Context: an optimization exercise on an open-source flow, tuned for small area, a short achievable clock period and few clock cycles. The choices shown serve that exercise and are no tape-out recipe. Function was checked by simulation only, so behaviour that the tests miss may differ from the original. Power is estimated from default activity; no workload was simulated.

<file path="flow/config.mk">
export PLATFORM = sky130hd
export DESIGN_NAME = gsm7_codec
export DESIGN_NICKNAME = gsm7_codec
export VERILOG_FILES = /design/flow/design.v
export SDC_FILE = /design/flow/constraint.sdc
export NUM_CORES = 4
export LEC_CHECK = 0
export ABC_CLOCK_PERIOD_IN_PS = 3000
export CAP_MARGIN = 0
export CORE_MARGIN = 5
export CORE_UTILIZATION = 25
export CTS_BUF_LIST = sky130_fd_sc_hd__clkbuf_4 sky130_fd_sc_hd__clkbuf_8
export CTS_CLUSTER_SIZE = 30
export SETUP_SLACK_MARGIN = 5
export SLEW_MARGIN = 0
</file>
<file path="flow/constraint.sdc">
create_clock -name core_clock -period 8.0 [get_ports {clk}]
set_input_delay 1.6000 -clock core_clock [delete_from_list [all_inputs] [get_ports {clk}]]
set_output_delay 1.6000 -clock core_clock [all_outputs]
set_load 0.01 [all_outputs]
</file>
<file path="flow/design.v">
module gsm7_c2s (
    input  wire [15:0] cu,
    output wire        def_hit,
    output wire        esc_hit,
    output wire [6:0]  sept
);
    wire [7:0] hi = cu[15:8];
    wire [7:0] lo = cu[7:0];
    wire h00 = (hi == 8'h00);
    wire h03 = (hi == 8'h03);
    wire h20 = (hi == 8'h20);
    wire id;
    assign id = (lo[3] & ~lo[4] & ~lo[7]) | (~lo[3] & lo[4] & ~lo[7]) | (lo[0] & ~lo[4] & ~lo[7]) | (lo[3] & ~lo[6] & ~lo[7]) | (lo[1] & ~lo[4] & ~lo[7]) | (~lo[1] & ~lo[2] & lo[3] & ~lo[7]) | (lo[2] & ~lo[3] & lo[6] & ~lo[7]) | (~lo[0] & ~lo[2] & lo[3] & ~lo[7]) | (~lo[2] & ~lo[6] & ~lo[7]);
    wire [6:0] x;
    assign x[0] = (lo[0] & lo[1] & lo[2] & ~lo[7]) | (~lo[1] & lo[3] & ~lo[6]) | (~lo[1] & ~lo[3] & lo[5] & lo[6]) | (lo[0] & lo[1] & ~lo[4] & ~hi[0]) | (~lo[1] & ~lo[2] & ~lo[5] & lo[7]) | (lo[0] & ~lo[1] & lo[2] & lo[5]) | (lo[2] & ~lo[4] & lo[5] & lo[6]) | (lo[0] & ~lo[3] & lo[4]) | (lo[0] & lo[3] & ~lo[4]) | (~lo[0] & lo[1] & lo[5] & ~lo[7]) | (~lo[0] & ~lo[1] & lo[3] & ~lo[5] & ~lo[7]) | (~lo[0] & ~lo[1] & lo[2] & ~lo[4] & lo[6]);
    assign x[1] = (~lo[1] & lo[2] & lo[6] & lo[7]) | (~lo[1] & lo[3] & ~lo[5] & lo[6]) | (~lo[0] & ~lo[4] & hi[0]) | (lo[0] & lo[2] & ~lo[4] & lo[5]) | (lo[2] & lo[3] & ~lo[5] & lo[7]) | (~lo[6] & ~lo[7]) | (~lo[2] & ~lo[3] & ~lo[5] & hi[0]) | (lo[0] & ~lo[1] & ~lo[2] & lo[3] & lo[4]) | (~lo[2] & ~lo[3] & ~lo[4] & lo[5] & lo[6]);
    assign x[2] = (~lo[1] & lo[3] & lo[5] & lo[7]) | (~lo[0] & lo[1] & lo[2] & ~hi[0]) | (lo[0] & ~lo[1] & lo[6] & lo[7]) | (~lo[1] & lo[2] & lo[3] & ~lo[5]) | (~lo[0] & ~lo[2] & ~lo[4] & lo[5]) | (lo[1] & ~lo[2] & lo[3] & ~lo[5]) | (~lo[0] & ~lo[6] & lo[7] & ~hi[0]) | (lo[2] & lo[4] & lo[6] & lo[7]) | (lo[1] & lo[2] & ~lo[4] & ~lo[6] & ~hi[0]);
    assign x[3] = (~lo[3] & lo[6] & lo[7]) | (~lo[1] & lo[3] & ~lo[5]) | (~lo[0] & lo[3] & lo[4] & lo[7]) | (lo[0] & ~lo[2] & ~lo[7]) | (lo[0] & ~lo[1] & ~lo[7]) | (lo[1] & lo[5] & lo[6]) | (lo[1] & lo[6] & lo[7]) | (lo[1] & lo[2] & ~lo[4] & ~hi[0]) | (lo[0] & ~lo[3] & lo[5] & hi[0]);
    assign x[4] = (hi[0]) | (~lo[0] & lo[1] & lo[2]) | (lo[0] & lo[4] & ~lo[5]) | (~lo[0] & ~lo[1] & ~lo[3] & lo[6] & lo[7]) | (lo[2] & lo[4] & lo[6] & lo[7]) | (lo[0] & ~lo[3] & lo[4]) | (lo[0] & ~lo[2] & ~lo[5]) | (lo[1] & lo[2] & ~lo[4] & lo[5]);
    assign x[5] = (lo[2] & lo[4] & lo[5] & lo[7]) | (~lo[0] & ~lo[1] & ~lo[3] & lo[5] & lo[7] & ~hi[0]) | (lo[0] & lo[5] & ~lo[7]) | (~lo[1] & lo[4] & ~lo[5] & ~lo[7]) | (lo[3] & ~lo[6] & ~hi[0]) | (lo[0] & ~lo[2] & ~lo[7]) | (lo[1] & lo[5] & ~lo[7]) | (~lo[1] & ~lo[3] & lo[4] & lo[5]);
    assign x[6] = (~lo[0] & lo[2] & lo[4] & lo[6] & lo[7]) | (~lo[1] & ~lo[2] & ~lo[3] & lo[7] & ~hi[0]) | (lo[3] & ~lo[6] & ~hi[0]) | (~lo[0] & ~lo[1] & ~lo[3] & lo[6] & lo[7]) | (lo[0] & lo[1] & lo[2] & lo[5]) | (~lo[0] & ~lo[1] & lo[3] & lo[5] & ~lo[7]);
    assign sept = id ? lo[6:0] : x;
    wire d0, g3, e0;
    assign d0 = (~lo[0] & lo[1] & ~lo[2] & lo[3] & ~lo[4] & ~lo[7]) | (lo[0] & ~lo[1] & lo[2] & lo[3] & ~lo[4] & ~lo[7]) | (lo[5] & ~lo[6] & ~lo[7]) | (lo[0] & ~lo[3] & ~lo[4] & lo[5] & ~lo[6]) | (~lo[0] & ~lo[1] & ~lo[4] & lo[5] & lo[6] & lo[7]) | (lo[0] & ~lo[1] & ~lo[2] & lo[3] & ~lo[4] & lo[6]) | (~lo[1] & lo[2] & ~lo[3] & ~lo[4] & lo[5]) | (lo[0] & lo[1] & lo[2] & lo[3] & lo[4] & lo[5] & ~lo[6]) | (lo[0] & ~lo[1] & ~lo[2] & ~lo[3] & lo[4] & lo[6]) | (~lo[0] & lo[1] & lo[2] & ~lo[3] & lo[6]) | (lo[2] & ~lo[3] & ~lo[4] & ~lo[5] & lo[6]) | (~lo[0] & ~lo[1] & lo[3] & lo[4] & lo[6] & lo[7]) | (lo[0] & lo[1] & lo[2] & lo[3] & lo[4] & ~lo[5] & lo[6]) | (~lo[0] & lo[1] & ~lo[3] & lo[4] & lo[5] & lo[6]) | (lo[1] & ~lo[4] & lo[6] & ~lo[7]) | (~lo[3] & lo[4] & lo[6] & ~lo[7]) | (~lo[0] & ~lo[2] & lo[3] & lo[6] & ~lo[7]) | (lo[0] & ~lo[1] & ~lo[2] & lo[6] & ~lo[7]) | (lo[3] & ~lo[4] & lo[6] & ~lo[7]) | (~lo[3] & ~lo[5] & lo[6] & ~lo[7]) | (~lo[1] & ~lo[2] & lo[3] & lo[5] & lo[6]);
    assign g3 = (~lo[0] & ~lo[1] & ~lo[2] & ~lo[4] & lo[5] & ~lo[6] & lo[7]) | (lo[0] & lo[1] & ~lo[2] & ~lo[3] & ~lo[4] & lo[5] & ~lo[6] & lo[7]) | (~lo[0] & lo[1] & lo[2] & ~lo[3] & ~lo[4] & lo[5] & ~lo[6] & lo[7]) | (~lo[1] & ~lo[2] & lo[3] & ~lo[4] & lo[5] & ~lo[6] & lo[7]) | (lo[0] & lo[1] & ~lo[2] & lo[4] & ~lo[5] & ~lo[6] & lo[7]) | (~lo[0] & ~lo[1] & ~lo[2] & lo[3] & lo[4] & ~lo[5] & ~lo[6] & lo[7]) | (~lo[0] & ~lo[1] & lo[2] & ~lo[3] & lo[4] & ~lo[5] & ~lo[6] & lo[7]) | (~lo[0] & lo[1] & lo[2] & lo[3] & lo[4] & ~lo[5] & ~lo[6] & lo[7]);
    assign e0 = (lo[0] & lo[1] & ~lo[2] & lo[3] & lo[4] & lo[6] & ~lo[7]) | (~lo[1] & lo[2] & lo[3] & lo[4] & lo[6] & ~lo[7]) | (~lo[0] & lo[2] & lo[3] & lo[4] & lo[6] & ~lo[7]);
    assign def_hit = (h00 & d0) | (h03 & g3);
    assign esc_hit = (h00 & e0) | (h20 & (lo == 8'hAC));
endmodule
module gsm7_s2c (
    input  wire        esc,
    input  wire [6:0]  sept,
    output wire [15:0] cu,
    output wire        esc_ok
);
    wire id;
    assign id = (~sept[0] & sept[1] & ~sept[2] & sept[3] & ~sept[4]) | (sept[0] & ~sept[1] & sept[2] & sept[3] & ~sept[4]) | (sept[1] & ~sept[3] & sept[5]) | (sept[3] & sept[5] & ~sept[6] & ~esc) | (sept[3] & ~sept[4] & sept[6]) | (~sept[3] & sept[4] & sept[6]) | (sept[0] & ~sept[4] & sept[6] & ~esc) | (~sept[3] & sept[4] & sept[5]) | (~sept[0] & ~sept[2] & sept[3] & sept[6]) | (sept[2] & ~sept[3] & sept[6] & ~esc) | (sept[0] & sept[5] & ~sept[6] & ~esc) | (sept[0] & ~sept[1] & ~sept[2] & sept[6]) | (sept[1] & ~sept[4] & sept[6]) | (~sept[2] & sept[5] & ~sept[6] & ~esc);
    wire [15:0] x;
    assign x[0] = (sept[0] & ~sept[2] & ~sept[3]) | (~sept[0] & sept[1] & sept[2] & ~sept[4]) | (~sept[1] & sept[2] & ~sept[3] & sept[4] & ~esc) | (~sept[0] & ~sept[1] & ~sept[2] & sept[3] & sept[4]) | (~sept[0] & sept[3] & esc) | (sept[0] & ~sept[1] & ~sept[4] & ~sept[6]) | (sept[1] & sept[2] & sept[3] & ~sept[6] & ~esc) | (~sept[4] & sept[6] & ~esc) | (sept[0] & ~sept[1] & sept[3] & sept[6]) | (sept[0] & sept[2] & ~sept[5] & sept[6]);
    assign x[1] = (~sept[0] & ~sept[1] & sept[2] & sept[4]) | (sept[0] & sept[1] & sept[2] & ~sept[5] & sept[6]) | (~sept[0] & ~sept[2] & sept[3]) | (sept[0] & ~sept[2] & ~sept[3] & sept[4]) | (sept[0] & ~sept[1] & ~sept[2] & ~sept[4] & ~esc) | (sept[0] & ~sept[1] & sept[2] & sept[3] & ~sept[6]) | (~sept[2] & ~sept[3] & sept[5]) | (sept[1] & ~sept[2] & sept[4] & ~sept[6]) | (~sept[0] & sept[3] & sept[4] & ~sept[5] & ~sept[6]);
    assign x[2] = (sept[0] & ~sept[1] & sept[3] & ~sept[4]) | (~sept[1] & ~sept[2] & ~sept[3] & sept[4]) | (sept[1] & ~sept[5] & sept[6]) | (~sept[0] & sept[1] & sept[3]) | (~sept[3] & esc) | (~sept[0] & sept[5] & ~esc) | (sept[0] & sept[1] & sept[2] & ~sept[4]) | (~sept[0] & sept[1] & ~sept[2]) | (sept[0] & ~sept[1] & sept[2] & sept[3] & ~sept[6]) | (~sept[0] & sept[2] & sept[3] & sept[4] & ~sept[5]) | (sept[0] & ~sept[2] & sept[6]) | (sept[1] & ~sept[2] & ~sept[3] & ~sept[4]);
    assign x[3] = (esc) | (sept[0] & sept[2] & ~sept[3]) | (~sept[0] & sept[1] & sept[3] & sept[4]) | (sept[0] & ~sept[1] & ~sept[2] & sept[4]) | (sept[2] & ~sept[3] & ~sept[4] & ~sept[5]) | (~sept[2] & ~sept[3] & sept[5]) | (sept[1] & ~sept[2] & sept[3] & ~sept[6]) | (~sept[1] & sept[2] & ~sept[4] & ~sept[5]) | (~sept[1] & sept[2] & ~sept[3] & ~sept[5]) | (sept[1] & sept[3] & sept[4] & ~sept[6]);
    assign x[4] = (~sept[0] & sept[1] & sept[2] & ~sept[3] & ~sept[4]) | (~sept[0] & ~sept[1] & ~sept[3] & sept[4]) | (~sept[0] & sept[1] & sept[3] & sept[4]) | (~sept[1] & sept[3] & sept[5]) | (sept[0] & ~sept[2] & sept[4] & ~sept[6]) | (~sept[1] & sept[3] & sept[6]) | (~sept[0] & ~sept[1] & sept[3] & ~sept[4]) | (~sept[0] & esc) | (sept[1] & esc) | (~sept[2] & ~sept[3] & sept[5]) | (sept[1] & ~sept[2] & sept[3] & ~sept[6]);
    assign x[5] = (sept[0] & ~sept[3] & ~sept[4]) | (~sept[0] & sept[1] & ~sept[3]) | (~sept[0] & ~sept[1] & ~sept[2] & sept[3]) | (sept[0] & ~sept[1] & sept[2] & ~sept[6]) | (sept[0] & sept[1] & sept[2] & sept[6]) | (sept[5] & ~esc) | (~sept[4] & sept[6]) | (~sept[1] & sept[2] & ~sept[4]) | (~sept[2] & esc) | (sept[0] & sept[2] & ~sept[3]) | (sept[0] & sept[2] & ~sept[4] & ~sept[5]);
    assign x[6] = (sept[3] & ~sept[4]) | (sept[0] & ~sept[1] & ~sept[2] & ~sept[3] & sept[4]) | (sept[4] & sept[5]) | (~sept[0] & sept[2] & sept[3]) | (sept[2] & ~sept[4] & ~sept[5]) | (~sept[0] & esc) | (~sept[1] & sept[2] & sept[3]) | (sept[0] & ~sept[2] & sept[6]) | (sept[2] & sept[3] & ~sept[6]) | (~sept[0] & ~sept[1] & ~sept[2] & ~sept[4] & ~sept[6]);
    assign x[7] = (sept[6] & ~esc) | (sept[2] & ~esc) | (sept[3] & ~esc) | (sept[0] & ~sept[3] & ~sept[4]) | (sept[1] & ~sept[2] & sept[4]) | (~sept[0] & sept[4] & ~esc);
    assign x[8] = (sept[1] & ~sept[3] & sept[4]) | (~sept[0] & ~sept[2] & sept[4]) | (sept[2] & ~sept[3] & sept[4] & ~esc) | (~sept[1] & ~sept[2] & sept[3] & sept[4]);
    assign x[9] = (sept[1] & ~sept[3] & sept[4]) | (~sept[0] & ~sept[2] & sept[4]) | (sept[2] & ~sept[3] & sept[4] & ~esc) | (~sept[1] & ~sept[2] & sept[3] & sept[4]);
    assign x[10] = 1'b0;
    assign x[11] = 1'b0;
    assign x[12] = 1'b0;
    assign x[13] = (sept[0] & ~sept[4] & sept[6]);
    assign x[14] = 1'b0;
    assign x[15] = 1'b0;
    assign cu = id ? {9'd0, sept} : x;
    assign esc_ok = (~sept[0] & ~sept[1] & ~sept[2] & ~sept[3] & ~sept[4] & ~sept[5] & sept[6]) | (sept[0] & ~sept[1] & sept[2] & ~sept[3] & ~sept[4] & sept[5] & sept[6]) | (~sept[1] & ~sept[2] & sept[3] & ~sept[4] & sept[5] & ~sept[6]) | (sept[0] & sept[1] & sept[2] & sept[3] & ~sept[4] & sept[5] & ~sept[6]) | (~sept[0] & sept[2] & sept[3] & sept[4] & sept[5] & ~sept[6]) | (~sept[0] & ~sept[1] & sept[2] & ~sept[3] & sept[4] & ~sept[5] & ~sept[6]) | (~sept[1] & sept[2] & sept[3] & sept[4] & sept[5] & ~sept[6]);
endmodule
module gsm7_codec (
    input  wire        clk,
    input  wire        rst,
    input  wire        cmd_valid,
    output wire        cmd_ready,
    input  wire        cmd_dec,       
    input  wire [2:0]  cmd_pad,       
    input  wire [8:0]  cmd_len,       
    input  wire        in_valid,
    output wire        in_ready,
    input  wire [15:0] in_data,
    output reg         out_valid,
    output wire [15:0] out_data,
    output reg         done,
    output wire        done_err,
    output wire [8:0]  done_pos,
    output wire        done_escp
);
    localparam [6:0] ESC_MARK = 7'h1B;
    reg         busy;        
    reg         fresh;       
    reg         dec;         
    reg         cmd_rdy;
    reg         in_rdy;
    reg         fin;         
    reg  [8:0]  cnt;         
    reg         zw;          
    reg  [15:0] w;           
    reg         v0, v1;      
    reg         wesc;        
    reg         half;        
    reg  [2:0]  n;           
    reg  [6:0]  acc;         
    reg         esc;
    reg         err;
    reg  [8:0]  pos;         
    reg  [7:0]  out_lo;      
    reg         out_g;       
    reg         out_e;       
    assign cmd_ready = cmd_rdy;
    assign in_ready  = in_rdy;
    assign done_err  = err;
    assign done_pos  = pos;
    assign done_escp = esc;
    assign out_data  = {2'b00, out_e, 3'b000, out_g, out_g, out_lo};
    wire cmd_acc = cmd_valid & cmd_rdy;
    wire in_acc  = in_valid & in_rdy;
    wire        c_def;
    wire [6:0]  c_sept;
    gsm7_c2s u_c2s (.cu(w), .def_hit(c_def), .esc_hit(), .sept(c_sept));
    wire        e_tok  = busy && !dec && v0;             
    wire        e_two  = e_tok && wesc && !half;          
    wire        e_cons = e_tok && !e_two;                 
    wire [6:0]  e_sept = !e_tok ? 7'd0 : e_two ? ESC_MARK : c_sept;
    wire [14:0] e_comb = {8'd0, acc} | ({8'd0, e_sept} << n);
    wire        e_emit = e_tok && (n != 3'd0);            
    wire        e_lastt = e_cons && (cnt == 9'd0);        
    wire        e_left = (n != 3'd1);
    wire        e_done = fin || (e_lastt && !(e_emit && e_left));
    wire        e_out  = fin ? (n != 3'd0) : (e_emit || e_lastt);
    wire [7:0]  il = in_data[7:0];
    wire        in_esc = ((in_data[15:8] == 8'h00) &&
                          (il == 8'h5B || il == 8'h5C || il == 8'h5D || il == 8'h5E ||
                           il == 8'h7B || il == 8'h7C || il == 8'h7D || il == 8'h7E)) ||
                         (in_data == 16'h20AC);
    wire [15:0] d_win  = w >> n;
    wire [6:0]  d_sept = d_win[6:0];
    wire        d_ext  = busy && dec && (cnt != 9'd0) && v0 && (n <= 3'd1 || v1);
    wire        d_shift = d_ext && (n != 3'd0);           
    wire        d_mark = (d_sept == ESC_MARK);
    wire [15:0] d_cu;
    wire        d_eok;
    gsm7_s2c u_s2c (.esc(esc), .sept(d_sept), .cu(d_cu), .esc_ok(d_eok));
    wire        d_bad  = d_ext && !d_mark && esc && !d_eok;
    wire        d_out  = d_ext && !d_mark;
    wire        d_lastt = d_ext && (cnt == 9'd1);
    wire        d_done = d_lastt || (zw && in_acc) || (fin && dec);
    wire        a0 = d_shift ? v1 : v0;
    wire        a1 = d_shift ? 1'b0 : v1;
    wire        to1 = in_acc && a0;                       
    wire        fin_done = dec ? d_done : e_done;
    wire        busy_n = cmd_acc || (busy && !fin_done);
    wire [8:0]  cnt_n  = cmd_acc ? cmd_len :
                         (!dec && in_acc) || d_ext ? cnt - 9'd1 : cnt;
    wire [2:0]  n_n    = cmd_acc ? cmd_pad :
                         (e_tok || d_ext) ? n - 3'd1 : n;
    wire        dec_n  = cmd_acc ? cmd_dec : dec;
    wire        v0_n   = !cmd_acc && (dec ? (a0 || in_acc) : ((v0 && !e_cons) || in_acc));
    wire        v1_n   = !cmd_acc && dec && (a1 || to1);
    wire        c_ge1 = (cnt != 9'd0);
    wire        c_ge2 = (cnt[8:1] != 8'd0);
    wire        c_ge3 = (cnt[8:2] != 7'd0) || (cnt[1:0] == 2'd3);
    wire        c_ge4 = (cnt[8:2] != 7'd0);
    wire        nz_n  = d_ext ? c_ge2 : c_ge1;
    wire        ge3_n = d_ext ? c_ge4 : c_ge3;
    wire        eq2_n = d_ext ? (c_ge3 && !c_ge4) : (c_ge2 && !c_ge3);
    wire        eq1_n = d_ext ? (c_ge2 && !c_ge3) : (c_ge1 && !c_ge2);
    wire [2:0]  p_n   = d_ext ? n - 3'd1 : n;
    wire        dn_need = !a0 ? nz_n :
                          ge3_n || (eq2_n && (!a1 || p_n > 3'd2)) || (eq1_n && !a1 && p_n >= 3'd2);
    wire        dn_rdy  = busy && !d_lastt && !fin && (zw || dn_need) && (!(a0 && a1) || p_n != 3'd0);
    wire        da_need = ge3_n || (eq2_n && (!a0 || p_n > 3'd2)) || (eq1_n && !a0 && p_n >= 3'd2);
    wire        da_rdy  = !zw && da_need && (!a0 || p_n != 3'd0);
    wire        en_rdy  = busy && c_ge1;
    wire        ea_rdy  = (cnt != 9'd1) && !in_esc;
    wire        new_rdy = (cmd_len != 9'd0) || (cmd_dec && cmd_pad != 3'd0);
    wire        zw_n    = cmd_acc ? (cmd_dec && cmd_len == 9'd0 && cmd_pad != 3'd0) :
                          (zw && !in_acc);
    wire        fin_n   = cmd_acc ? (cmd_len == 9'd0 && !(cmd_dec && cmd_pad != 3'd0)) :
                          (e_lastt && e_emit && e_left);
    wire        end_n   = fin_n ||
                          (!cmd_acc && dec && !d_lastt && !fin && eq1_n &&
                           (in_acc ? (a0 || p_n <= 3'd1) : (a0 && (a1 || p_n <= 3'd1))));
    wire        rdy_n   = cmd_acc ? new_rdy :
                          in_acc  ? (dec ? da_rdy : ea_rdy) :
                                    (dec ? dn_rdy : en_rdy);
    always @(posedge clk) begin
        if (rst) begin
            busy      <= 1'b0;
            cmd_rdy   <= 1'b0;
            in_rdy    <= 1'b0;
            fin       <= 1'b0;
            v0        <= 1'b0;
            v1        <= 1'b0;
            out_valid <= 1'b0;
            done      <= 1'b0;
        end else begin
            busy      <= busy_n;
            cmd_rdy   <= !busy_n || end_n;
            in_rdy    <= rdy_n;
            v0        <= busy_n && v0_n;
            v1        <= busy_n && v1_n;
            fin       <= fin_n;
            out_valid <= dec ? d_out : e_out;
            done      <= busy && fin_done;
        end
    end
    always @(posedge clk) begin
        dec  <= dec_n;
        cnt  <= cnt_n;
        n    <= n_n;
        zw   <= zw_n;
        half <= e_two;
        fresh <= cmd_acc;
        if (in_acc) wesc <= in_esc;
        if (in_acc) begin
            if (!dec || !to1) w[7:0] <= in_data[7:0];
            if (!dec)         w[15:8] <= in_data[15:8];
            else if (to1)     w[15:8] <= in_data[7:0];
        end else if (d_shift) begin
            w[7:0] <= w[15:8];
        end
        if (in_acc && dec && !to1 && d_shift) w[7:0] <= in_data[7:0];
        if (in_acc && dec && to1 && d_shift) w[7:0] <= w[15:8];
        if (cmd_acc)
            acc <= 7'd0;
        else if (e_tok)
            acc <= (n != 3'd0) ? e_comb[14:8] : e_comb[6:0];
        out_lo <= dec ? d_cu[7:0] : e_comb[7:0];
        out_g  <= dec && d_cu[8];
        out_e  <= dec && d_cu[13];
        if (fresh) begin
            esc <= 1'b0;
            err <= 1'b0;
            pos <= 9'h1FF;
        end else begin
            if (d_ext) esc <= d_mark;
            if ((e_cons && !(c_def || wesc)) || d_bad) err <= 1'b1;
            if (((e_tok && !half) || d_ext) && !err)
                pos <= pos + 9'd1;
        end
    end
endmodule
</file>
<file path="flow/flow/run.sh">
#!/bin/bash
# Own flow: the standard flow, with the port buffers made from the
# smallest buffer cell instead of the default choice.
set -euo pipefail
# the standard synthesis, unchanged
bash standard.sh synth > synth.log 2>&1
# the rest of the standard flow
bash standard.sh 'BUFFER_PORTS_ARGS=-buffer_cell sky130_fd_sc_hd__buf_1' finish > layout.log 2>&1
</file>
<file path="flow/standard.sh">
#!/bin/bash
# synth_recipe.tcl (not shown) runs the flow's synth.tcl, then flattens the netlist and writes it again
# the make line also repeats each setting of config.mk as NAME=value (left out here)
make -C /OpenROAD-flow-scripts/flow DESIGN_CONFIG=/design/flow/config.mk WORK_HOME=/design/flow/orfs CLKGATE_MAP_FILE= SYNTH_SCRIPT=/design/flow/synth_recipe.tcl "${@:-finish}"
</file>
==> metrics.md, run 1 <==
| Metric | Value |
|---|---|
| Crit-path most repeated cell | buf_4 |
| Max-cap violations | 0 |
| Reg power frac | 38.8% |
| Drt drc | 0 |
| Avg Synthesized Cell Area | 8.356 sq um |
| RSZ-0062 raised after global routing | yes |
| Peak supply drop | 0.00008069 V |
| N_diodes | 0 |
| NetSw | 0.3687 mW |
| Initial DRC count | 772 |
| Die Y | 167.0 um |
| Cell taking the most area after synthesis | edfxtp_1 |
| Hold-fix buffers at CTS | 0 |
| Clock share of power | 30.0% |
| Initial antenna violation count | 0 |
| Effective utilization at floorplan | 25.32% |
| Post-Synthesis Cells | 737 |
| Busiest metal layer after global routing | met2 |
| Worst hold path type | reg -> reg |
| Synth warn | 1 |
| GRT overflow | 0 |
| Fin. Hold Viols | 0 |
| Clk sinks | 69 |
| H-tree levels | 3 |
| Die X | 167.0 um |
| CTS Buf Count | 9 |
| Largest net degree at the start of global routing | 36 |
| WHS | 0.4931 ns |
| Clock Tree Buf Depth | 2 |
| Pwr Density | 140.9 nW/um^2 |
| Mapped cell area | 6158 sq um |
| Gate power share | 31.3% |
| Fin Clk Skew | 0.01448 ns |
| Rel. slew slack | 36.95% |
| Status | timing/DRC/antenna clean |
| FF+latch count, synth | 69 |
| First-pass GRT wire length | 31.56 mm |
| Family with the most delay on the worst path | compound AO/OA/AOI/OAI gates |
| Post-layout instance area | 7340 sq um |
| Period utilisation layout | 37.37% |
| Buffer and inverter count on the worst path | 3 |
| Worst Setup Slack, final | 5.011 ns |
| Final nets | 845 |
| Routed WL per cell | 18.17 um |
| CP startpoint | n[1]$_DFFE_PP_ |
| GRT Total Usage | 13.57% |
| EDFF count, synth | 30 |
| Crit path cell chain | buf_4 -> clkinvlp_4 -> ha_1 -> o21a_1 -> o2111ai_4 -> buf_4 -> o31a_1 -> a21oi_4 -> mux2_2 |
| Layout Utilization | 30.18% |
| Most common cell in the synthesized netlist | nor2_1 |
| Seq/Total Area, Yosys | 27.31% |
| WS Path Type | reg -> reg |
| Final antenna-violating net count | 0 |
| Dpl hpwl | 13.37 mm |
| Vias in the first global route | 5711 |
| CTS root buffer | clkbuf_8 |
| Setup WS pre-CTS | 4.286 ns |
| Slowest-stage cell, CP | edfxtp_1 |
| Final WL | 20.61 mm |
| Hold path startpoint | acc[0]$_SDFFE_PP0P_ |
| CTS clk-pin slew, worst paths | 0.09 ns |
| Fill count | 2604 |
| Final setup vio count | 0 |
| Fin. max-slew vios | 0 |
| Max Fclk | 334.5 MHz |
| Via count | 6417 |
| Synth-to-layout area growth | 19.18% |
| Post-synth top cells | 75 x nor2_1, 50 x a21oi_1, 49 x nand2_1 |
| Vias/cell | 5.659 |
| Routability cong. | 0.9144 |
| PortBufs | 58 |
| Primary FF master, synth | dfxtp_1 |
| Crit start category | flop |
| Met1 usage | 19.39% |
| Crit. End Element | flop |
| Post-route setup TNS | 0 ns |
| Clk Latency, worst-skew pair | 0.38 ns |
| Req. time, crit path | 8.13 ns |
| Async set-reset flop share out of synthesis | 0% |
| Cells after DPL | 1058 |
| Crit path max fanout | 15 |
| Post-synthesis cell type count | 96 |
| Switching share of power | 35.66% |
| Non-Filler Instances | 1134 |
| CTS tree | built |
| Layout cells sized above 1 | 20.86% |
| Worst Path Arrival | 3.12 ns |
| CORE AREA | 24320 sq um |
| Least-Margin Pin Slew | 0.9416 ns |
| I/O Pins | 64 |
| Post-route minimum period | 2.989 ns |
| Top cell type's share of synthesized area | 14.63% |
| Routing usage on met3 | 2.323% |
| LEAKAGE | 2.530 nW |
| CP peak stage delay | 0.52 ns |
| Most area-consuming cells after synthesis | edfxtp_1 15%, dfxtp_1 13%, nor2_1 4.6% |
| Cell Int Power | 0.6653 mW |
| Iteration count of the initial detailed-routing pass | 5 |
| Total power | 1.034 mW |
| Origin of the critical flop-to-flop path | n[1]$_DFFE_PP_ |
| Die ar. | 27870 sq um |
| Placed cell area | 6490 sq um |
| Cell Rows | 57 |
| Met2 GRT Util | 20.87% |
## state kept, by name, indices dropped and copies added (netlist names), 3 cells and up
name and flops:
pos 9, n 3, out_lo 8, w 16, cnt 9, acc 7
## final cells by class
cell class	count	area [sq um]	area share, %
clock buffer	9	123.9	1.688
clock inverter	7	81.33	1.108
inverter	20	82.58	1.125
multi-input combinational	580	4174	56.87
sequential	69	1683	22.93
tap	324	405.4	5.523
timing repair buffer	124	784.5	10.69
timing repair inverter	1	5.005	0.06819
## per-layer routing
metal	up-vias	share of wire, %	wire length, um
met5	-	0	0
met4	0	2.4	490
met3	51	8.6	1773
met2	340	46	9397
met1	3059	43	8949
li1	2967	-	-
## worst paths after layout
check / endpoint / slack, ns / depth (start not counted)
setup / recovery: w[3]$_DFFE_PP_ / 5.01 / 9
hold / removal: acc[0]$_SDFFE_PP0P_ / 0.49 / 2
setup reg to reg: w[3]$_DFFE_PP_ / 5.01 / 9
hold reg to reg: acc[0]$_SDFFE_PP0P_ / 0.49 / 2
## timing repair
| item | CTS | global route |
|---|---|---|
| buffers inserted | 37 | 19 |
| gates resized for setup | 12 | 24 |
| hold endpoints to repair | 0 | 0 |
| setup endpoints to repair | 72 | 35 |
| cloned | 0 | 4 |
| pin swaps | 3 | 4 |
## cells in the final DEF, fill, tap and decap left out, types with 12 or more instances in the layout
master	netlist	layout
buf_1	2	58
buf_4	9	60
nand2_1	49	48
nand3_1	17	17
inv_1	18	15
a21oi_1	50	48
edfxtp_1	30	30
o211ai_1	12	12
nor2_1	75	71
dfxtp_1	39	38
nor3_1	24	23
o21ai_0	42	41
mux2_2	23	21
nand2b_1	18	18
## power by group through the flow
stage,Sequential (mW),Combinational [mW],Clock (mW)
after global routing,0.403,0.347,0.333
after detailed placement,0.416,0.257,0
after global placement,0.416,0.257,0
final,0.401,0.323,0.310
after CTS,0.401,0.288,0.318
after floorplan,0.410,0.200,0
## worst reg2reg max path: stages (launching register included)
cell and delay (ns):
edfxtp_1 0.52, buf_4 0.20, clkinvlp_4 0.20, ha_1 0.21
o21a_1 0.20, o2111ai_4 0.18, buf_4 0.22, o31a_1 0.35
a21oi_4 0.29, mux2_2 0.38
## cell families after synthesis
logic type | Yosys count | synth area share (%)
flops | 69 | 27.31
simple gates | 249 | 20.40
compound gates | 251 | 29.38
xor+xnor | 15 | 2.133
buf+inv | 94 | 7.375
fa+ha+maj | 7 | 1.422
other cells | 1 | 0.06089
mux | 51 | 11.93
Testbench counts, summed over its fixed seeds: cycles 15,854.
==> run 2: changes to the inputs <==
--- a/flow/config.mk
+++ b/flow/config.mk
@@ -6,10 +6,11 @@
 export NUM_CORES = 4
 export LEC_CHECK = 0
 export ABC_CLOCK_PERIOD_IN_PS = 3000
-export CAP_MARGIN = 0
+export CAP_MARGIN = 20
 export CORE_MARGIN = 5
-export CORE_UTILIZATION = 25
+export CORE_UTILIZATION = 45
 export CTS_BUF_LIST = sky130_fd_sc_hd__clkbuf_4 sky130_fd_sc_hd__clkbuf_8
 export CTS_CLUSTER_SIZE = 30
+export PLACE_DENSITY = 0.7
 export SETUP_SLACK_MARGIN = 5
-export SLEW_MARGIN = 0
+export SLEW_MARGIN = 20
==> run 2 against run 1 <==
Sequential share of layout area rose by 0.61 points. Highest routed layer unchanged. Critical path depth stayed put. Flip-flop and latch count did not move. Cell count down 13%. Clock skew decreased by 0.0037 ns. Core utilization up 23 points. Design area is 2.6% lower. Clock power rose by 5%. Power up 0.64%. Global-route usage grew 9.5 points.
==> metrics.md, run 2 <==
| Metric | Value |
|---|---|
| Final WL | 19.59 mm (was 20.61 mm) |
| Crit path cell chain | buf_4 -> and2_1 -> a311o_1 -> a211oi_1 -> o21ai_0 -> o2bb2ai_1 -> a211o_1 -> a211oi_1 -> a311oi_1 (was buf_4 -> clkinvlp_4 -> ha_1 -> o21a_1 -> o2111ai_4 -> buf_4 -> o31a_1 -> a21oi_4 -> mux2_2) |
| Initial DRC count | 1085 (was 772) |
| GRT Total Usage | 23.03% (was 13.57%) |
| Final antenna-violating net count | 0 (unchanged) |
| CTS tree | built (unchanged) |
| Avg Synthesized Cell Area | 8.356 sq um (unchanged) |
| FF+latch count, synth | 69 (unchanged) |
| Hold-fix buffers at CTS | 0 (unchanged) |
| RSZ-0062 raised after global routing | no (was yes) |
| R2r setup slk | 5.03 ns (was 5.01 ns) |
| Die X | 127.0 um (was 167.0 um) |
| Fin. Hold Viols | 0 (unchanged) |
| Effective utilization at floorplan | 46.14% (was 25.32%) |
| Crit path to | out_lo[5]$_DFF_P_ (was w[3]$_DFFE_PP_) |
| Switching share of power | 33.73% (was 35.66%) |
| Crit path max fanout | 15 (unchanged) |
| Origin of the critical flop-to-flop path | w[2]$_DFFE_PP_ (was n[1]$_DFFE_PP_) |
| Setup WS pre-CTS | 4.245 ns (was 4.286 ns) |
| CP peak stage delay | 0.58 ns (was 0.52 ns) |
| Most area-consuming cells after synthesis | edfxtp_1 15%, dfxtp_1 13%, nor2_1 4.6% (unchanged) |
| Crit. End Element | flop (unchanged) |
| Most frequent cells in the layout | 73 x nor2_1, 69 x buf_4, 58 x buf_1 (was 71 x nor2_1, 60 x buf_4, 58 x buf_1) |
| Seq/Total Area, Yosys | 27.31% (unchanged) |
| Post-route setup TNS | 0 ns (unchanged) |
| Multi-input logic area | 4149 sq um (was 4174 sq um) |
| Mapped cell area | 6158 sq um (unchanged) |
| Max reg flops | 16 (unchanged) |
| CTS root buffer | clkbuf_8 (unchanged) |
| Iteration count of the initial detailed-routing pass | 7 (was 5) |
| Period utilisation layout | 37.13% (was 37.37%) |
| Crit-path most repeated cell | a211oi_1 (was buf_4) |
| WS Path Type | reg -> reg (unchanged) |
| Dpl hpwl | 12.71 mm (was 13.37 mm) |
| Synth-to-layout area growth | 16.11% (was 19.18%) |
| Post-route minimum period | 2.970 ns (was 2.989 ns) |
| Largest net degree at the start of global routing | 36 (unchanged) |
| Clk Latency, worst-skew pair | 0.37 ns (was 0.38 ns) |
| Drt drc | 0 (unchanged) |
| Slowest-stage cell, CP | edfxtp_1 (unchanged) |
| Vias/cell | 6.679 (was 5.659) |
| Post-synth top cells | 75 x nor2_1, 50 x a21oi_1, 49 x nand2_1 (unchanged) |
| Initial antenna violation count | 0 (unchanged) |
| Cell Int Power | 0.6896 mW (was 0.6653 mW) |
| Sequential cell area | 1683 sq um (unchanged) |
| H-tree levels | 3 (unchanged) |
| Post-Synthesis Cells | 737 (unchanged) |
| Layout cells sized above 1 | 20.34% (was 20.86%) |
| CTS clk-pin slew, worst paths | 0.08 ns (was 0.09 ns) |
| CTS Buf Count | 9 (unchanged) |
| First-pass GRT wire length | 30.84 mm (was 31.56 mm) |
| CP startpoint | w[2]$_DFFE_PP_ (was n[1]$_DFFE_PP_) |
| Die Y | 127.0 um (was 167.0 um) |
| NetSw | 0.3510 mW (was 0.3687 mW) |
| Clock share of power | 31.3% (was 30.0%) |
| N_diodes | 0 (unchanged) |
| Worst Setup Slack, final | 5.030 ns (was 5.011 ns) |
| LEAKAGE | 2.560 nW (was 2.530 nW) |
| Reg power frac | 38.7% (was 38.8%) |
| Async set-reset flop share out of synthesis | 0% (unchanged) |
| Status | timing/DRC/antenna clean (unchanged) |
| I/O Pins | 64 (unchanged) |
| Routability cong. | 0.9529 (was 0.9144) |
| CORE AREA | 13350 sq um (was 24320 sq um) |
| Primary FF master, synth | dfxtp_1 (unchanged) |
| Synth warn | 1 (unchanged) |
| Top cell type's share of synthesized area | 14.63% (unchanged) |
| Max Fclk | 336.7 MHz (was 334.5 MHz) |
| Worst hold path type | reg -> reg (unchanged) |
| Pwr Density | 145.5 nW/um^2 (was 140.9 nW/um^2) |
| Reg-to-reg critical path endpoint | out_lo[5]$_DFF_P_ (was w[3]$_DFFE_PP_) |
| Fin. max-slew vios | 0 (unchanged) |
| Routed WL per cell | 19.74 um (was 18.17 um) |
| Most common cell after layout, fill and taps aside | nor2_1 (unchanged) |
| Most flops, register | w (unchanged) |
| Cell Rows | 42 (was 57) |
| Cell taking the most area after synthesis | edfxtp_1 (unchanged) |
| Clk sinks | 69 (unchanged) |
| Least-Margin Pin Slew | 0.9126 ns (was 0.9416 ns) |
| Die ar. | 16130 sq um (was 27870 sq um) |
| Total power | 1.041 mW (was 1.034 mW) |
| GRT overflow | 0 (unchanged) |
| Clock Tree Buf Depth | 2 (unchanged) |
| PortBufs | 58 (unchanged) |
| Worst reg2reg path depth | 9 (unchanged) |
| Post-synthesis cell type count | 96 (unchanged) |
| Gate power share | 30.0% (was 31.3%) |
| Final nets | 851 (was 845) |
| Final setup vio count | 0 (unchanged) |
| Most common cell in the synthesized netlist | nor2_1 (unchanged) |
| Max-cap violations | 0 (unchanged) |
| Worst Path Arrival | 3.18 ns (was 3.12 ns) |
| Req. time, crit path | 8.21 ns (was 8.13 ns) |
| Largest registers | w: 16 flops, cnt: 9 flops, pos: 9 flops (unchanged) |
| Peak supply drop | 0.0001623 V (was 0.00008069 V) |
| Fin Clk Skew | 0.01078 ns (was 0.01448 ns) |
| Rel. slew slack | 38.89% (was 36.95%) |
| Vias in the first global route | 6045 (was 5711) |
| Crit start category | flop (unchanged) |
| EDFF count, synth | 30 (unchanged) |
| Fill count | 1245 (was 2604) |
| Via count | 6626 (was 6417) |
[run 2: changes by cell type in the layout (fill, tap and decap cells not counted), moves of 2 or more]
cell and delta:
buf_12 -2, nor2_1 +2, buf_2 +2, nor2_2 -2, buf_4 +9, clkinv_4 +2, clkinvlp_4 -2
[run 2: timing repair]
action | 4_1_cts | 5_1_grt
pin swaps | 2 | 3
buffers inserted | 29 | 38
gates resized for setup | 11 | 14
setup endpoints to repair | 71 | 38
gates cloned | 0 | 2
[run 2: critical path, delay by kind of cell (launching register included)]
kind	cells	cell delay [ns]
flip-flops	1	0.58
AO/OA/AOI/OAI	7	1.78
buffers and inverters	1	0.28
AND/OR/NAND/NOR	1	0.18
[run 2: logic make-up after synthesis]
logic type	synth area share [%]
AOI/OAI and AO/OA	29.38
and+or+nand+nor	20.40
buffers and inverters	7.375
DFF	27.31
muxes	11.93
xor gates and xnor gates	2.133
adders and majority gates	1.422
other	0.06089
[run 2: through the flow]
step	hold WS [ns]	std cells	utilization [%]	cell area, sq um
final	0.5041	992	53.57	7151
after floorplan	0.4203	741	-	6185
after CTS	0.5047	952	50.69	6766
after global routing	0.5274	992	53.57	7151
after global placement	0.4737	907	47.07	6282
after detailed placement	0.4841	907	47.07	6282
[run 2: layout make-up]
cell class	instances	area share, %
Clock buffer	9	1.732
Clock inverter	7	1.382
Inverter	20	1.190
Multi-Input combinational cell	579	58.02
Sequential cell	69	23.53
Tap cell	176	3.080
Timing Repair Buffer	131	10.99
Timing Repair inverter	1	0.06999
[run 2: how the worst min path moves through the flow]
stage,start,end,slack [ns],cells past startpoint
after floorplan,fresh$_DFF_P_,pos[5]$_SDFFE_PP1P_,0.42,1
after global placement,acc[0]$_SDFFE_PP0P_,acc[0]$_SDFFE_PP0P_,0.47,2
after detailed placement,pos[8]$_SDFFE_PP1P_,pos[8]$_SDFFE_PP1P_,0.48,2
after CTS,acc[0]$_SDFFE_PP0P_,acc[0]$_SDFFE_PP0P_,0.50,2
after global routing,pos[8]$_SDFFE_PP1P_,pos[8]$_SDFFE_PP1P_,0.53,2
final,acc[0]$_SDFFE_PP0P_,acc[0]$_SDFFE_PP0P_,0.50,2
[run 2: routing by layer]
metal	up-vias	wire (um)	track usage (%)
met5	-	0	0
met4	0	673	7.003
met3	75	2170	4.257
met2	486	9149	38.42
met1	3081	7591	30.48
li1	2984	-	-
[run 2: power groups by stage]
stage / Sequential, mW / Combinational (mW) / Clock (mW)
floorplan: 0.410 / 0.200 / 0
global placement: 0.420 / 0.248 / 0
detailed placement: 0.421 / 0.250 / 0
CTS: 0.405 / 0.277 / 0.330
global route: 0.405 / 0.334 / 0.345
finish: 0.403 / 0.312 / 0.325
==> run 3: changes to the inputs <==
--- a/flow/config.mk
+++ b/flow/config.mk
@@ -8,9 +8,8 @@
 export ABC_CLOCK_PERIOD_IN_PS = 3000
 export CAP_MARGIN = 20
 export CORE_MARGIN = 5
-export CORE_UTILIZATION = 45
+export CORE_UTILIZATION = 25
 export CTS_BUF_LIST = sky130_fd_sc_hd__clkbuf_4 sky130_fd_sc_hd__clkbuf_8
 export CTS_CLUSTER_SIZE = 30
-export PLACE_DENSITY = 0.7
 export SETUP_SLACK_MARGIN = 5
 export SLEW_MARGIN = 20
==> run 3 against run 2 <==
Global-route usage shrank 9.5 points. Sequential power barely moved. Non-clock buffer count down 7. Area after synthesis is the same. First-iteration DRC count down 29%. Worst setup slack worse by 0.019 ns. Register-to-register slack lost 0.02 ns. Die area increased by 73%.
==> metrics.md, run 3 <==
| Metric | Value |
|---|---|
| I/O Pins | 64 (unchanged) |
| Die X | 167.0 um (was 127.0 um) |
| CTS Buf Count | 9 (unchanged) |
| Post-Synthesis Cells | 737 (unchanged) |
| WS Path Type | reg -> reg (unchanged) |
| Peak supply drop | 0.00008069 V (was 0.0001623 V) |
| Synth warn | 1 (unchanged) |
| Non-Filler Instances | 1134 (was 992) |
| Seq/Total Area, Yosys | 27.31% (unchanged) |
| Routability cong. | 0.9144 (was 0.9529) |
| RSZ-0062 raised after global routing | yes (was no) |
| Hold-fix buffers at CTS | 0 (unchanged) |
| Initial DRC count | 772 (was 1085) |
| Max reg flops | 16 (unchanged) |
| Final setup vio count | 0 (unchanged) |
| Async set-reset flop share out of synthesis | 0% (unchanged) |
| GRT overflow | 0 (unchanged) |
| Most flops, register | w (unchanged) |
| Fin Clk Skew | 0.01448 ns (was 0.01078 ns) |
| Largest net degree at the start of global routing | 36 (unchanged) |
| Most frequent cells in the layout | 71 x nor2_1, 60 x buf_4, 58 x buf_1 (was 73 x nor2_1, 69 x buf_4, 58 x buf_1) |
| Slowest-stage cell, CP | edfxtp_1 (unchanged) |
| Pwr Density | 140.9 nW/um^2 (was 145.5 nW/um^2) |
| Largest registers | w: 16 flops, cnt: 9 flops, pos: 9 flops (unchanged) |
| Req. time, crit path | 8.13 ns (was 8.21 ns) |
| CTS clk-pin slew, worst paths | 0.09 ns (was 0.08 ns) |
| Worst Path Arrival | 3.12 ns (was 3.18 ns) |
| Cell Rows | 57 (was 42) |
| Crit. End Element | flop (unchanged) |
| Crit path cell chain | buf_4 -> clkinvlp_4 -> ha_1 -> o21a_1 -> o2111ai_4 -> buf_4 -> o31a_1 -> a21oi_4 -> mux2_2 (was buf_4 -> and2_1 -> a311o_1 -> a211oi_1 -> o21ai_0 -> o2bb2ai_1 -> a211o_1 -> a211oi_1 -> a311oi_1) |
| EDFF count, synth | 30 (unchanged) |
| FF+latch count, synth | 69 (unchanged) |
| Crit-path most repeated cell | buf_4 (was a211oi_1) |
| H-tree levels | 3 (unchanged) |
| Top cell type's share of synthesized area | 14.63% (unchanged) |
| Period utilisation layout | 37.37% (was 37.13%) |
| Synth-to-layout area growth | 19.18% (was 16.11%) |
| Least-Margin Pin Slew | 0.9416 ns (was 0.9126 ns) |
| Post-synthesis cell type count | 96 (unchanged) |
| CTS tree | built (unchanged) |
| Max-cap violations | 0 (unchanged) |
| CP peak stage delay | 0.52 ns (was 0.58 ns) |
| Crit start category | flop (unchanged) |
| GRT Total Usage | 13.57% (was 23.03%) |
| Crit path max fanout | 15 (unchanged) |
| Effective utilization at floorplan | 25.32% (was 46.14%) |
| Status | timing/DRC/antenna clean (unchanged) |
| Rel. slew slack | 36.95% (was 38.89%) |
| Most common cell in the synthesized netlist | nor2_1 (unchanged) |
| LEAKAGE | 2.530 nW (was 2.560 nW) |
| Mapped cell area | 6158 sq um (unchanged) |
| Most common cell after layout, fill and taps aside | nor2_1 (unchanged) |
| Vias in the first global route | 5711 (was 6045) |
| Routed WL per cell | 18.17 um (was 19.74 um) |
| N_diodes | 0 (unchanged) |
| Dpl hpwl | 13.37 mm (was 12.71 mm) |
| Post-synth top cells | 75 x nor2_1, 50 x a21oi_1, 49 x nand2_1 (unchanged) |
| Iteration count of the initial detailed-routing pass | 5 (was 7) |
| Final antenna-violating net count | 0 (unchanged) |
| Clock Tree Buf Depth | 2 (unchanged) |
| Die ar. | 27870 sq um (was 16130 sq um) |
| Total power | 1.034 mW (was 1.041 mW) |
| PortBufs | 58 (unchanged) |
| Die Y | 167.0 um (was 127.0 um) |
| Clk Latency, worst-skew pair | 0.38 ns (was 0.37 ns) |
| CORE AREA | 24320 sq um (was 13350 sq um) |
| Layout cells sized above 1 | 20.86% (was 20.34%) |
| WHS | 0.4931 ns (was 0.5041 ns) |
| Post-route setup TNS | 0 ns (unchanged) |
| CTS root buffer | clkbuf_8 (unchanged) |
| Initial antenna violation count | 0 (unchanged) |
| Cell taking the most area after synthesis | edfxtp_1 (unchanged) |
| Drt drc | 0 (unchanged) |
| Max Fclk | 334.5 MHz (was 336.7 MHz) |
| Cells after DPL | 1058 (was 907) |
| Fin. Hold Viols | 0 (unchanged) |
| Avg Synthesized Cell Area | 8.356 sq um (unchanged) |
| Fin. max-slew vios | 0 (unchanged) |
| Final nets | 845 (was 851) |
| First-pass GRT wire length | 31.56 mm (was 30.84 mm) |
| Post-route minimum period | 2.989 ns (was 2.970 ns) |
| Final WL | 20.61 mm (was 19.59 mm) |
| Clk sinks | 69 (unchanged) |
| Worst hold path type | reg -> reg (unchanged) |
| Most area-consuming cells after synthesis | edfxtp_1 15%, dfxtp_1 13%, nor2_1 4.6% (unchanged) |
| Primary FF master, synth | dfxtp_1 (unchanged) |
| Via count | 6417 (was 6626) |
| Vias/cell | 5.659 (was 6.679) |
| Layout Utilization | 30.18% (was 53.57%) |
==> run 3: cell counts after synthesis <==
No cell type changed its count.
==> run 3: path summary, 6_finish.rpt <==
kind	start	end	slack [ns]	cells past startpoint
worst max-delay path	n[1]$_DFFE_PP_	w[3]$_DFFE_PP_	5.01	9
worst min-delay path	acc[0]$_SDFFE_PP0P_	acc[0]$_SDFFE_PP0P_	0.49	2
worst max register to register	n[1]$_DFFE_PP_	w[3]$_DFFE_PP_	5.01	9
worst min register to register	acc[0]$_SDFFE_PP0P_	acc[0]$_SDFFE_PP0P_	0.49	2
==> run 3: report_power, final <==
part	switching, mW	internal, mW	total, mW
clock network	0.162	0.148	0.310
logic	0.195	0.129	0.323
registers	0.0122	0.388	0.401
total	0.369	0.665	1.03
==> run 3: critical path: cells and delay by family (launching register included) <==
kind / cells / cell delay, ns
adder cells (fa/ha/maj): 1 / 0.21
multiplexers: 1 / 0.38
buffers and inverters: 3 / 0.61
AO/OA/AOI/OAI: 4 / 1.02
flip-flops: 1 / 0.52
==> run 3: stage by stage <==
step | worst slack (ns) | cell area (sq um)
finish | 5.011 | 7340
global route | 4.934 | 7340
CTS | 5.003 | 7033
detailed placement | 4.286 | 6490
global placement | 4.267 | 6490
floorplan | 4.996 | 6185
==> run 3: per-layer routing <==
| layer | part of all wire [%] | wire length [um] | track usage (%) |
|---|---|---|---|
| met1 | 43 | 8949 | 19.39 |
| met2 | 46 | 9397 | 20.87 |
| met3 | 8.6 | 1773 | 2.323 |
| met4 | 2.4 | 490 | 4.233 |
| met5 | 0 | 0 | 0 |
==> run 3: logic make-up (layout without fill, tap and decap cells) <==
kind of cell               Yosys count  after routing  synth area share, %
muxes                               51             52                11.93
AOI/OAI and AO/OA                  251            251                29.38
and+or+nand+nor                    249            250                20.40
adders and majority gates            7              7                1.422
buffers and inverters               94            161                7.375
other                                1              5              0.06089
DFF                                 69             69                27.31
xor gates and xnor gates            15             15                2.133
==> run 3: what timing repair did <==
| item | CTS | global route |
|---|---|---|
| pin swaps | 3 | 4 |
| gates resized for setup | 12 | 24 |
| buffers inserted | 37 | 19 |
| cloned | 0 | 4 |
| setup endpoints to repair | 72 | 35 |
==> run 3: layout make-up <==
type	instances	area (sq um)
clock buffers	9	123.9
clock inverters	7	81.33
fillers	2604	16980
inverters	20	82.58
multi-input cells	580	4174
flip-flops and latches	69	1683
well taps	324	405.4
repair buffers	124	784.5
repair inverters	1	5.005
==> run 4: changes to the inputs <==
--- a/flow/config.mk
+++ b/flow/config.mk
@@ -10,6 +10,7 @@
 export CORE_MARGIN = 5
 export CORE_UTILIZATION = 25
 export CTS_BUF_LIST = sky130_fd_sc_hd__clkbuf_4 sky130_fd_sc_hd__clkbuf_8
-export CTS_CLUSTER_SIZE = 30
+export CTS_CLUSTER_DIAMETER = 200
+export CTS_CLUSTER_SIZE = 60
 export SETUP_SLACK_MARGIN = 5
 export SLEW_MARGIN = 20
==> run 4 against run 3 <==
Largest power group unchanged. Still clean. Fmax did not move. Power unchanged. Via count did not move. Sequential power about the same.
==> metrics.md, run 4 <==
| Metric | Value |
|---|---|
| Clk sinks | 69 (unchanged) |
| PortBufs | 58 (unchanged) |
| Seq/Total Area, Yosys | 27.31% (unchanged) |
| Crit. End Element | flop (unchanged) |
| Worst Path Arrival | 3.12 ns (about the same) |
| Cell taking the most area after synthesis | edfxtp_1 (unchanged) |
| Cell Rows | 57 (unchanged) |
| Max Fclk | 334.5 MHz (unchanged) |
| GRT overflow | 0 (unchanged) |
| Rel. slew slack | 36.95% (unchanged) |
| Top cell type's share of synthesized area | 14.63% (unchanged) |
| CTS tree | built (unchanged) |
| Async set-reset flop share out of synthesis | 0% (unchanged) |
| Post-route minimum period | 2.989 ns (unchanged) |
| Fill count | 2604 (unchanged) |
| Post-route setup TNS | 0 ns (unchanged) |
| Final nets | 845 (unchanged) |
| Max reg flops | 16 (unchanged) |
| EDFF count, synth | 30 (unchanged) |
| Peak supply drop | 0.00008069 V (unchanged) |
| Most flops, register | w (unchanged) |
| Routed WL per cell | 18.17 um (unchanged) |
| Req. time, crit path | 8.13 ns (about the same) |
| Avg Synthesized Cell Area | 8.356 sq um (unchanged) |
| Mapped cell area | 6158 sq um (unchanged) |
| Dpl hpwl | 13.37 mm (unchanged) |
| Fin Clk Skew | 0.01448 ns (unchanged) |
| Synth-to-layout area growth | 19.18% (unchanged) |
| Final WL | 20.61 mm (unchanged) |
| Total power | 1.034 mW (unchanged) |
| Most common cell in the synthesized netlist | nor2_1 (unchanged) |
| Crit start category | flop (unchanged) |
| Primary FF master, synth | dfxtp_1 (unchanged) |
| Post-synth top cells | 75 x nor2_1, 50 x a21oi_1, 49 x nand2_1 (unchanged) |
| Die X | 167.0 um (unchanged) |
| Most common cell after layout, fill and taps aside | nor2_1 (unchanged) |
| Initial DRC count | 772 (unchanged) |
| Clk Latency, worst-skew pair | 0.38 ns (about the same) |
| Die Y | 167.0 um (unchanged) |
| Pwr Density | 140.9 nW/um^2 (unchanged) |
| Fin. max-slew vios | 0 (unchanged) |
| Crit path max fanout | 15 (unchanged) |
| Most area-consuming cells after synthesis | edfxtp_1 15%, dfxtp_1 13%, nor2_1 4.6% (unchanged) |
| Least-Margin Pin Slew | 0.9416 ns (unchanged) |
| Period utilisation layout | 37.37% (unchanged) |
| Largest net degree at the start of global routing | 36 (unchanged) |
| CTS root buffer | clkbuf_8 (unchanged) |
| N_diodes | 0 (unchanged) |
| Largest registers | w: 16 flops, cnt: 9 flops, pos: 9 flops (unchanged) |
| Layout cells sized above 1 | 20.86% (unchanged) |
| FF+latch count, synth | 69 (unchanged) |
| Final setup vio count | 0 (unchanged) |
| WHS | 0.4931 ns (unchanged) |
| LEAKAGE | 2.530 nW (unchanged) |
| Die ar. | 27870 sq um (unchanged) |
| Worst hold path type | reg -> reg (unchanged) |
| Via count | 6417 (unchanged) |
| Max-cap violations | 0 (unchanged) |
| Sequential cell area | 1683 sq um (unchanged) |
| Most frequent cells in the layout | 71 x nor2_1, 60 x buf_4, 58 x buf_1 (unchanged) |
| Vias/cell | 5.659 (unchanged) |
| Iteration count of the initial detailed-routing pass | 5 (unchanged) |
| Drt drc | 0 (unchanged) |
| CTS clk-pin slew, worst paths | 0.09 ns (about the same) |
| GRT Total Usage | 13.57% (unchanged) |
| First-pass GRT wire length | 31.56 mm (unchanged) |
| Status | timing/DRC/antenna clean (unchanged) |
| Post-synthesis cell type count | 96 (unchanged) |
| WS Path Type | reg -> reg (unchanged) |
| Effective utilization at floorplan | 25.32% (unchanged) |
| Routability cong. | 0.9144 (unchanged) |
| Clock Tree Buf Depth | 2 (unchanged) |
| CTS Buf Count | 9 (unchanged) |
| Initial antenna violation count | 0 (unchanged) |
| H-tree levels | 3 (unchanged) |
| Post-Synthesis Cells | 737 (unchanged) |
| CORE AREA | 24320 sq um (unchanged) |
| Fin. Hold Viols | 0 (unchanged) |
| Final antenna-violating net count | 0 (unchanged) |
| Vias in the first global route | 5711 (unchanged) |
| Multi-input logic area | 4174 sq um (unchanged) |
| Synth warn | 1 (unchanged) |
| I/O Pins | 64 (unchanged) |
| RSZ-0062 raised after global routing | yes (unchanged) |
[run 4: cell counts after synthesis]
No cell type changed its count.
[run 4: power breakdown]
| group | switching, mW | internal, mW | total (mW) |
|---|---|---|---|
| Clock | 0.162 | 0.148 | 0.310 |
| Combinational | 0.195 | 0.129 | 0.323 |
| Sequential | 0.0122 | 0.388 | 0.401 |
| Total | 0.369 | 0.665 | 1.03 |
[run 4: per-stage QoR]
stage	instance area (sq um)	utilization [%]	std cells	setup WS [ns]
after floorplan	6185	-	741	4.996
after global placement	6490	26.69	1058	4.267
after detailed placement	6490	26.69	1058	4.286
after CTS	7033	28.92	1111	5.003
after global routing	7340	30.18	1134	4.934
final	7340	30.18	1134	5.011
[run 4: worst max-delay path, cell delays in order, from the launching register on]
cell and delay (ns):
edfxtp_1 0.52, buf_4 0.20, clkinvlp_4 0.20, ha_1 0.21
o21a_1 0.20, o2111ai_4 0.18, buf_4 0.21, o31a_1 0.35
a21oi_4 0.29, mux2_2 0.38
[run 4: layer usage]
metal,vias to the layer above,wire [um],GRT usage (%)
met5,-,0,0
met4,0,490,4.233
met3,51,1773,2.323
met2,340,9397,20.87
met1,3059,8949,19.39
li1,2967,-,-
[run 4: kinds of logic after synthesis]
family,Yosys count,share of synthesized area (%)
xor+xnor,15,2.133
other cells,1,0.06089
flops,69,27.31
simple gates,249,20.40
fa+ha+maj,7,1.422
mux,51,11.93
compound gates,251,29.38
buf+inv,94,7.375
[run 4: layout make-up]
class / instances / area share [%]
flip-flops and latches: 69 / 22.93
clock buffers: 9 / 1.688
clock inverters: 7 / 1.108
repair inverters: 1 / 0.06819
well taps: 324 / 5.523
inverters: 20 / 1.125
repair buffers: 124 / 10.69
multi-input cells: 580 / 56.87
[run 4: worst paths after layout]
check | startpoint | to | slack [ns] | cells past startpoint
setup reg to reg | n[1]$_DFFE_PP_ | w[3]$_DFFE_PP_ | 5.01 | 9
hold reg to reg | acc[0]$_SDFFE_PP0P_ | acc[0]$_SDFFE_PP0P_ | 0.49 | 2
hold / removal | acc[0]$_SDFFE_PP0P_ | acc[0]$_SDFFE_PP0P_ | 0.49 | 2
setup / recovery | n[1]$_DFFE_PP_ | w[3]$_DFFE_PP_ | 5.01 | 9
[run 4: what timing repair did]
action / in CTS / in global routing
pin swaps: 3 / 4
hold buffers: 0 / 0
setup endpoints to repair: 72 / 35
gates cloned: 0 / 4
buffers inserted: 37 / 19
resized for setup: 12 / 24
==> run 5: changes to the inputs <==
--- a/flow/config.mk
+++ b/flow/config.mk
@@ -5,12 +5,12 @@
 export SDC_FILE = /design/flow/constraint.sdc
 export NUM_CORES = 4
 export LEC_CHECK = 0
+export ABC_AREA = 1
 export ABC_CLOCK_PERIOD_IN_PS = 3000
 export CAP_MARGIN = 20
 export CORE_MARGIN = 5
 export CORE_UTILIZATION = 25
 export CTS_BUF_LIST = sky130_fd_sc_hd__clkbuf_4 sky130_fd_sc_hd__clkbuf_8
-export CTS_CLUSTER_DIAMETER = 200
-export CTS_CLUSTER_SIZE = 60
+export CTS_CLUSTER_SIZE = 30
 export SETUP_SLACK_MARGIN = 5
 export SLEW_MARGIN = 20
==> run 5 against run 4 <==
Core utilization fell by 0.20 points. Design area shrank 4.1%. Fmax up 5.4%. Synthesized cell count grew 29%. Power rose by 4.0%. Clock power is 14% lower. Combinational power increased by 22%. Routed wire length is 2.7% lower. Die area shrank 2.8%. Critical path type unchanged. Largest power group unchanged.
==> metrics.md, run 5 <==
| Metric | Value |
|---|---|
| Status | timing/DRC/antenna clean (unchanged) |
| Routed WL per cell | 14.87 um (was 18.17 um) |
| Vias in the first global route | 6388 (was 5711) |
| Least-Margin Pin Slew | 0.7133 ns (was 0.9416 ns) |
| Seq/Total Area, Yosys | 28.14% (was 27.31%) |
| Worst Path Arrival | 3.09 ns (was 3.12 ns) |
| WS Path Type | reg -> reg (unchanged) |
| WHS | 0.4920 ns (was 0.4931 ns) |
| Cells after DPL | 1277 (was 1058) |
| GRT overflow | 0 (unchanged) |
| First-pass GRT wire length | 32.04 mm (was 31.56 mm) |
| Clock Tree Buf Depth | 2 (unchanged) |
| Pwr Density | 152.8 nW/um^2 (was 140.9 nW/um^2) |
| Fin. max-slew vios | 0 (unchanged) |
| Crit path max fanout | 11 (was 15) |
| Top cell type's share of synthesized area | 15.08% (was 14.63%) |
| Final WL | 20.06 mm (was 20.61 mm) |
| CTS clk-pin slew, worst paths | 0.08 ns (was 0.09 ns) |
| Initial antenna violation count | 0 (unchanged) |
| CP peak stage delay | 0.51 ns (was 0.52 ns) |
| Max reg flops | 16 (unchanged) |
| Peak supply drop | 0.0001625 V (was 0.00008069 V) |
| Most flops, register | w (unchanged) |
| Post-synthesis cell type count | 59 (was 96) |
| Iteration count of the initial detailed-routing pass | 6 (was 5) |
| RSZ-0062 raised after global routing | no (was yes) |
| Most frequent cells in the layout | 235 x nand2_1, 99 x nor2_1, 91 x nand3_1 (was 71 x nor2_1, 60 x buf_4, 58 x buf_1) |
| Die Y | 164.6 um (was 167.0 um) |
| Die X | 164.6 um (was 167.0 um) |
| Routability cong. | 1.009 (was 0.9144) |
| Effective utilization at floorplan | 25.46% (was 25.32%) |
| Most area-consuming cells after synthesis | edfxtp_1 15%, nand2_1 15%, dfxtp_1 13% (was edfxtp_1 15%, dfxtp_1 13%, nor2_1 4.6%) |
| Non-Filler Instances | 1349 (was 1134) |
| Largest registers | w: 16 flops, cnt: 9 flops, pos: 9 flops (unchanged) |
| Cell taking the most area after synthesis | edfxtp_1 (unchanged) |
| Mapped cell area | 5976 sq um (was 6158 sq um) |
| N_diodes | 0 (unchanged) |
| Drt drc | 0 (unchanged) |
| Final setup vio count | 0 (unchanged) |
| Max-cap violations | 0 (unchanged) |
| Post-route minimum period | 2.835 ns (was 2.989 ns) |
| CORE AREA | 23470 sq um (was 24320 sq um) |
| H-tree levels | 3 (unchanged) |
| Crit. End Element | flop (unchanged) |
| Clk Latency, worst-skew pair | 0.37 ns (was 0.38 ns) |
| Clk sinks | 69 (unchanged) |
| CTS root buffer | clkbuf_8 (unchanged) |
| PortBufs | 58 (unchanged) |
| Vias/cell | 5.103 (was 5.659) |
| Final nets | 1065 (was 845) |
| Post-Synthesis Cells | 951 (was 737) |
| Crit path cell chain | buf_2 -> o21ai_0 -> o21ai_2 -> o21ai_4 -> clkinvlp_4 -> buf_4 -> nand2_1 -> inv_1 -> nand2_1 -> o21ai_2 -> nor2_8 -> nand3_1 -> nand3_1 -> nand2_1 (was buf_4 -> clkinvlp_4 -> ha_1 -> o21a_1 -> o2111ai_4 -> buf_4 -> o31a_1 -> a21oi_4 -> mux2_2) |
| Most common cell after layout, fill and taps aside | nand2_1 (was nor2_1) |
| Crit-path most repeated cell | nand2_1 (was buf_4) |
| Placed cell area | 6310 sq um (was 6490 sq um) |
| Post-synth top cells | 236 x nand2_1, 101 x nor2_1, 93 x nand3_1 (was 75 x nor2_1, 50 x a21oi_1, 49 x nand2_1) |
| Hold depth | 2 (unchanged) |
| Avg Synthesized Cell Area | 6.284 sq um (was 8.356 sq um) |
| LEAKAGE | 2.847 nW (was 2.530 nW) |
| Req. time, crit path | 8.26 ns (was 8.13 ns) |
| Via count | 6884 (was 6417) |
| Rel. slew slack | 52.39% (was 36.95%) |
| Max Fclk | 352.7 MHz (was 334.5 MHz) |
| GRT Total Usage | 14.43% (was 13.57%) |
| Dpl hpwl | 14.10 mm (was 13.37 mm) |
| Largest net degree at the start of global routing | 24 (was 36) |
| Die ar. | 27090 sq um (was 27870 sq um) |
| EDFF count, synth | 30 (unchanged) |
| FF+latch count, synth | 69 (unchanged) |
| Post-layout instance area | 7038 sq um (was 7340 sq um) |
| Crit start category | flop (unchanged) |
| Synth warn | 1 (unchanged) |
| Slowest-stage cell, CP | edfxtp_1 (unchanged) |
| I/O Pins | 64 (unchanged) |
| Period utilisation layout | 35.44% (was 37.37%) |
| CTS Buf Count | 9 (unchanged) |
| CTS tree | built (unchanged) |
| Fin. Hold Viols | 0 (unchanged) |
| Layout cells sized above 1 | 12.82% (was 20.86%) |
| Async set-reset flop share out of synthesis | 0% (unchanged) |
| Worst reg2reg path depth | 14 (was 9) |
| Initial DRC count | 769 (was 772) |
| Fill count | 2620 (was 2604) |
| Most common cell in the synthesized netlist | nand2_1 (was nor2_1) |
| Cell Rows | 56 (was 57) |
| Worst hold path type | reg -> reg (unchanged) |
| Post-route setup TNS | 0 ns (unchanged) |
| Final antenna-violating net count | 0 (unchanged) |
| Fin Clk Skew | 0.01342 ns (was 0.01448 ns) |
| Synth-to-layout area growth | 17.78% (was 19.18%) |
| Primary FF master, synth | dfxtp_1 (unchanged) |
==> run 5: cell types whose count changed after synthesis, moves of 8 or more <==
cell	change
nand2_1	+187
nand3_1	+76
inv_1	+61
o21ai_0	+37
nor2_1	+26
clkbuf_1	-24
mux2_2	-23
nand2b_1	-18
inv_2	+12
mux2i_1	-12
mux4_2	-10
a311oi_1	-9
o21ai_2	+8
==> run 5: cell families (layout without fill, tap and decap cells) <==
family	count (synthesis)	after routing	synth area share, %
other	1	5	0.06275
AOI/OAI and AO/OA	209	210	21.38
DFF	69	69	28.14
and+or+nand+nor	509	509	37.19
adders and majority gates	7	7	1.466
xor gates and xnor gates	4	4	0.5864
buffers and inverters	152	226	11.18
==> run 5: timing repair <==
item / in CTS / in global routing
setup endpoints to repair: 69 / 45
hold buffers: 0 / 0
pin swaps: 1 / 4
gates resized for setup: 10 / 17
endpoints found under the hold margin: 0 / 0
setup buffers: 15 / 38
gates cloned: 2 / 1
==> run 5: worst paths after layout <==
kind         slack, ns           startpoint                   to
max               5.16       n[0]$_DFFE_PP_    out_lo[6]$_DFF_P_
min reg2reg       0.49  pos[8]$_SDFFE_PP1P_  pos[8]$_SDFFE_PP1P_
max reg2reg       5.16       n[0]$_DFFE_PP_    out_lo[6]$_DFF_P_
min               0.49  pos[8]$_SDFFE_PP1P_  pos[8]$_SDFFE_PP1P_
==> run 5: per-stage QoR <==
stage,power (mW),setup slack (ns),utilization [%]
finish,1.075,5.165,29.98
global route,1.143,4.961,29.98
CTS,1.044,5.001,28.37
detailed placement,0.7603,4.114,26.88
global placement,0.7634,4.140,26.88
floorplan,0.6820,5.016,-
==> run 5: cell type report <==
class | instances | area (sq um) | share of cell area [%]
clock buffer | 9 | 123.9 | 1.760
clock inverter | 7 | 50.05 | 0.7111
inverter | 96 | 382.9 | 5.440
multi-input combinational | 735 | 3754 | 53.33
sequential | 69 | 1682 | 23.89
tap | 319 | 399.1 | 5.671
timing repair buffer | 112 | 636.9 | 9.049
timing repair inverter | 2 | 10.01 | 0.1422
==> run 5: layer usage <==
layer / GRT usage, % / vias to the layer above / share of wire [%]
li1: - / 3377 / -
met1: 19.24 / 3059 / 43
met2: 22.87 / 373 / 45
met3: 2.845 / 75 / 8.7
met4: 5.898 / 0 / 3.7
met5: 0 / - / 0
==> run 5: where the power goes <==
| group | leakage, nW | internal [mW] | switching (mW) | total (mW) |
|---|---|---|---|---|
| registers | 0.595 | 0.396 | 0.0198 | 0.416 |
| logic | 2.17 | 0.130 | 0.264 | 0.394 |
| clock network | 0.0837 | 0.113 | 0.152 | 0.266 |
| total | 2.85 | 0.639 | 0.436 | 1.08 |
==> run 5: worst max-delay path: cells and delay by family (launching register included) <==
kind	cells	cell delay, ns
AO/OA/AOI/OAI	4	0.83
buffers and inverters	4	0.72
flip-flops	1	0.51
AND/OR/NAND/NOR	6	0.67

Setup slack of run 5, layout unchanged: 5.165 ns with ideal ports, 5.165 ns with driving cells assumed (clock clkbuf_16, inputs buf_2), 4.835 ns with port delays also shifted by the 0.403 ns mid clock arrival.
